Source: an optimization exercise on an open RTL-to-GDS flow (aim: small area, a short achievable clock period and few clock cycles per item). Production flows keep margins and buffers that such runs may drop.
Only simulation tests tie the RTL to the original design; equivalence was not proved.

== run 1 ==
Design mixpcm, start of the top module:
module mixpcm (
    input  wire        clk,
    input  wire        rst,
    input  wire        in_valid,
    output wire        in_ready,
    input  wire [31:0] in_v,
    input  wire [31:0] in_x,
    input  wire [31:0] in_gv,
    input  wire [31:0] in_gi,
    output reg         out_valid,
    output reg  [31:0] out_mix,
    output reg  [15:0] out_pcm,
    output reg         out_nan
);
    reg         ir, v0;
    reg [3:0]   os, oh;
    reg [91:0]  om;
    reg [35:0]  ox;
    assign in_ready = ir;
    wire [127:0] iw = {in_gi, in_x, in_gv, in_v};
    wire [3:0] need, need2, isub;
    genvar k;
    generate
        for (k = 0; k < 4; k = k + 1) begin : g_op
            wire [31:0] w  = iw[32*k +: 32];
            wire [22:0] mk = om[23*k +: 23];
            assign need[k]  = !oh[k] && (mk != 0);
            assign need2[k] = need[k] && !mk[22];
            assign isub[k]  = (w[30:23] == 8'd0) && (w[22:0] != 0);
            always @(posedge clk) begin
                if (ir) begin
                    os[k]          <= w[31];
                    oh[k]          <= (w[30:23] != 8'd0);
                    om[23*k +: 23] <= w[22:0];
                    ox[9*k +: 9]   <= {1'b0, w[30:24], w[23] | (w[30:23] == 8'd0)};
                end else if (need[k]) begin
                    oh[k]          <= mk[22];
                    om[23*k +: 23] <= {mk[21:0], 1'b0};
  ...
==> flow/config.mk <==
export PLATFORM = sky130hd
export DESIGN_NAME = mixpcm
export DESIGN_NICKNAME = mixpcm
export VERILOG_FILES = /design/flow/design.v
export SDC_FILE = /design/flow/constraint.sdc
export NUM_CORES = 4
export LEC_CHECK = 0
export CAP_MARGIN = 20
export CORE_MARGIN = 2
export CORE_UTILIZATION = 68
export PLACE_DENSITY = 0.75
export SLEW_MARGIN = 20
export SYNTH_HIERARCHICAL = 1
export SYNTH_MINIMUM_KEEP_SIZE = 0
==> flow/constraint.sdc <==
create_clock -name core_clock -period 45.0 [get_ports {clk}]
set_input_delay 9.0000 -clock core_clock [delete_from_list [all_inputs] [get_ports {clk}]]
set_output_delay 9.0000 -clock core_clock [all_outputs]
set_load 0.01 [all_outputs]
standard.sh (not shown) runs the stock make flow with config.mk's settings and CLKGATE_MAP_FILE= SYNTH_SCRIPT=/design/flow/synth_recipe.tcl, a recipe that flattens the netlist after the stock synthesis.
==> flow/flow/run.sh <==
#!/bin/bash
# The standard layout (standard.sh) with two changes to how it is made:
# - the ports get plain sky130 buffers (buf_2) instead of the delay buffers
#   buffer_ports picks by default (still one buffer on every input and output);
# - ORFS's setup repair steps are asked for a slack margin close to the clock
#   period, so that they work the register-to-register paths down towards the
#   period the fixed I/O delays allow.
# Constraints, synthesis and every other step are the standard ones.
set -euo pipefail
bash standard.sh synth > synth.log 2>&1
bash standard.sh "BUFFER_PORTS_ARGS=-buffer_cell sky130_fd_sc_hd__buf_2" \
    SETUP_SLACK_MARGIN=34.8 finish > layout.log 2>&1
Testbench counts of run 1, summed over its fixed seeds: cycles 32,032, items 32,000.
Edits applied to the flow inputs when going from run 1 to run 2:
- a deleted PLACE_DENSITY that had been 0.75
- a change of CORE_UTILIZATION from 68 to 55
diff --git a/flow/flow/run.sh b/flow/flow/run.sh
--- a/flow/flow/run.sh
+++ b/flow/flow/run.sh
@@ -11,2 +11,2 @@
 bash standard.sh "BUFFER_PORTS_ARGS=-buffer_cell sky130_fd_sc_hd__buf_2" \
-    SETUP_SLACK_MARGIN=34.8 finish > layout.log 2>&1
+    SETUP_SLACK_MARGIN=34.9 finish > layout.log 2>&1
Results
- Each of the runs, namely run 2 and run 1, reached the end of the flow and came out clean.
- On area fraction of clock buffers and clock inverters, run 2 and run 1 are basically level.
- Summary of run 2 over run 1: required time reported for the critical path endpoint saw little to no change.
- When run 2 is set beside run 1, its share of the final layout cell area in multi-input gates turns out to be 0.66 points smaller.
- | core utilization | run 2 vs run 1 | 13 points lower |
Setup changes, run 2 to run 3
diff --git a/flow/flow/run.sh b/flow/flow/run.sh
--- a/flow/flow/run.sh
+++ b/flow/flow/run.sh
@@ -11,2 +11,2 @@
 bash standard.sh "BUFFER_PORTS_ARGS=-buffer_cell sky130_fd_sc_hd__buf_2" \
-    SETUP_SLACK_MARGIN=34.9 finish > layout.log 2>&1
+    SETUP_SLACK_MARGIN=34.8 finish > layout.log 2>&1
--- outcome ---
The fmax on run 2 is in line with that on run 3. The setup slack after layout number comes out higher for run 2 vs run 3. Run 3 and run 2 ended up with roughly the same portion of the clock cycle consumed by the worst path in the final layout.

lane 1:
Starting RTL as in the previous note.
// mixpcm
module mixpcm (
    input  wire        clk,
    input  wire        rst,
    input  wire        in_valid,
    output wire        in_ready,
    input  wire [31:0] in_v,
    input  wire [31:0] in_x,
    input  wire [31:0] in_gv,
    input  wire [31:0] in_gi,
    output reg         out_valid,
    output reg  [31:0] out_mix,
    output reg  [15:0] out_pcm,
    output reg         out_nan
);
Settings: LEC_CHECK=0, CAP_MARGIN=20, CORE_MARGIN=2, CORE_UTILIZATION=68, PLACE_DENSITY=0.75, SLEW_MARGIN=20, SYNTH_HIERARCHICAL=1, SYNTH_MINIMUM_KEEP_SIZE=0; clock period 45.0 ns.
==> flow/flow/run.sh <==
#!/bin/bash
# The standard layout (standard.sh) with two changes to how it is made:
# - the ports get plain sky130 buffers (buf_2) instead of the delay buffers
#   buffer_ports picks by default (still one buffer on every input and output);
# - ORFS's setup repair steps are asked for a slack margin close to the clock
#   period, so that they work the register-to-register paths down towards the
#   period the fixed I/O delays allow.
# Constraints, synthesis and every other step are the standard ones.
set -euo pipefail
bash standard.sh synth > synth.log 2>&1
bash standard.sh "BUFFER_PORTS_ARGS=-buffer_cell sky130_fd_sc_hd__buf_2" \
    SETUP_SLACK_MARGIN=35.1 finish > layout.log 2>&1
Testbench counts of lane 1, summed over its fixed seeds: cycles 32,032, items 32,000.
[inputs] lane 2 vs lane 1
diff --git a/flow/flow/run.sh b/flow/flow/run.sh
--- a/flow/flow/run.sh
+++ b/flow/flow/run.sh
@@ -12 +12 @@
-    SETUP_SLACK_MARGIN=35.1 finish > layout.log 2>&1
+    SETUP_SLACK_MARGIN=34.9 finish > layout.log 2>&1
Timing, DRC, antenna: 0 failures across lane 1 and lane 2
Going from lane 1 to lane 2, the routed via count divided by cell count was found to have gone up by about 0.64%.
Looking at lane 1 and lane 2, the maximum frequency from static timing analysis is a wash.
Diff lane 1 -> lane 2: cell area now sits at about the same level, number of clock buffer instances in the layout now sits higher, setup slack of the critical path after layout now sits higher, global-route wire length before repair now sits at about the same level, minimum clock period now sits lower.

[what the ideal ports hide]
How much do the figures lean on ideal ports? The routed layouts below were timed once more, with nothing changed but the port constraints.
Step 1 (the two cells are an assumption about what drives the block):
set clk [get_ports {clk}]
set_driving_cell -lib_cell sky130_fd_sc_hd__clkbuf_16 $clk
set_driving_cell -lib_cell sky130_fd_sc_hd__buf_2 [delete_from_list [all_inputs] $clk]
Step 2, shift: input delay + t, output delay - t, t = (earliest + latest rising clock arrival at the registers) / 2. This alone moves slack from input paths to output paths.
Three values: ideal ports, drivers, drivers and shift; two values: the first two.
run | t (ns) | setup slack, ns | pins driven straight from the clock port
run 1 | 0.702 | 34.841 / 34.764 / 34.474 | 1
run 2 | 0.736 | 34.868 / 34.786 / 34.573 | 1
run 3 | 0.735 | 34.850 / 34.768 / 34.581 | 1
lane 1 | 0.718 | 34.902 / 34.823 / 34.495 | 1
lane 2 | 0.704 | 34.907 / 34.829 / 34.406 | 1
After both steps setup and hold are still met in every run listed. For lane 2, which loses most, drivers alone change the setup slack by -0.078 ns; drivers and shift together by -0.501 ns.
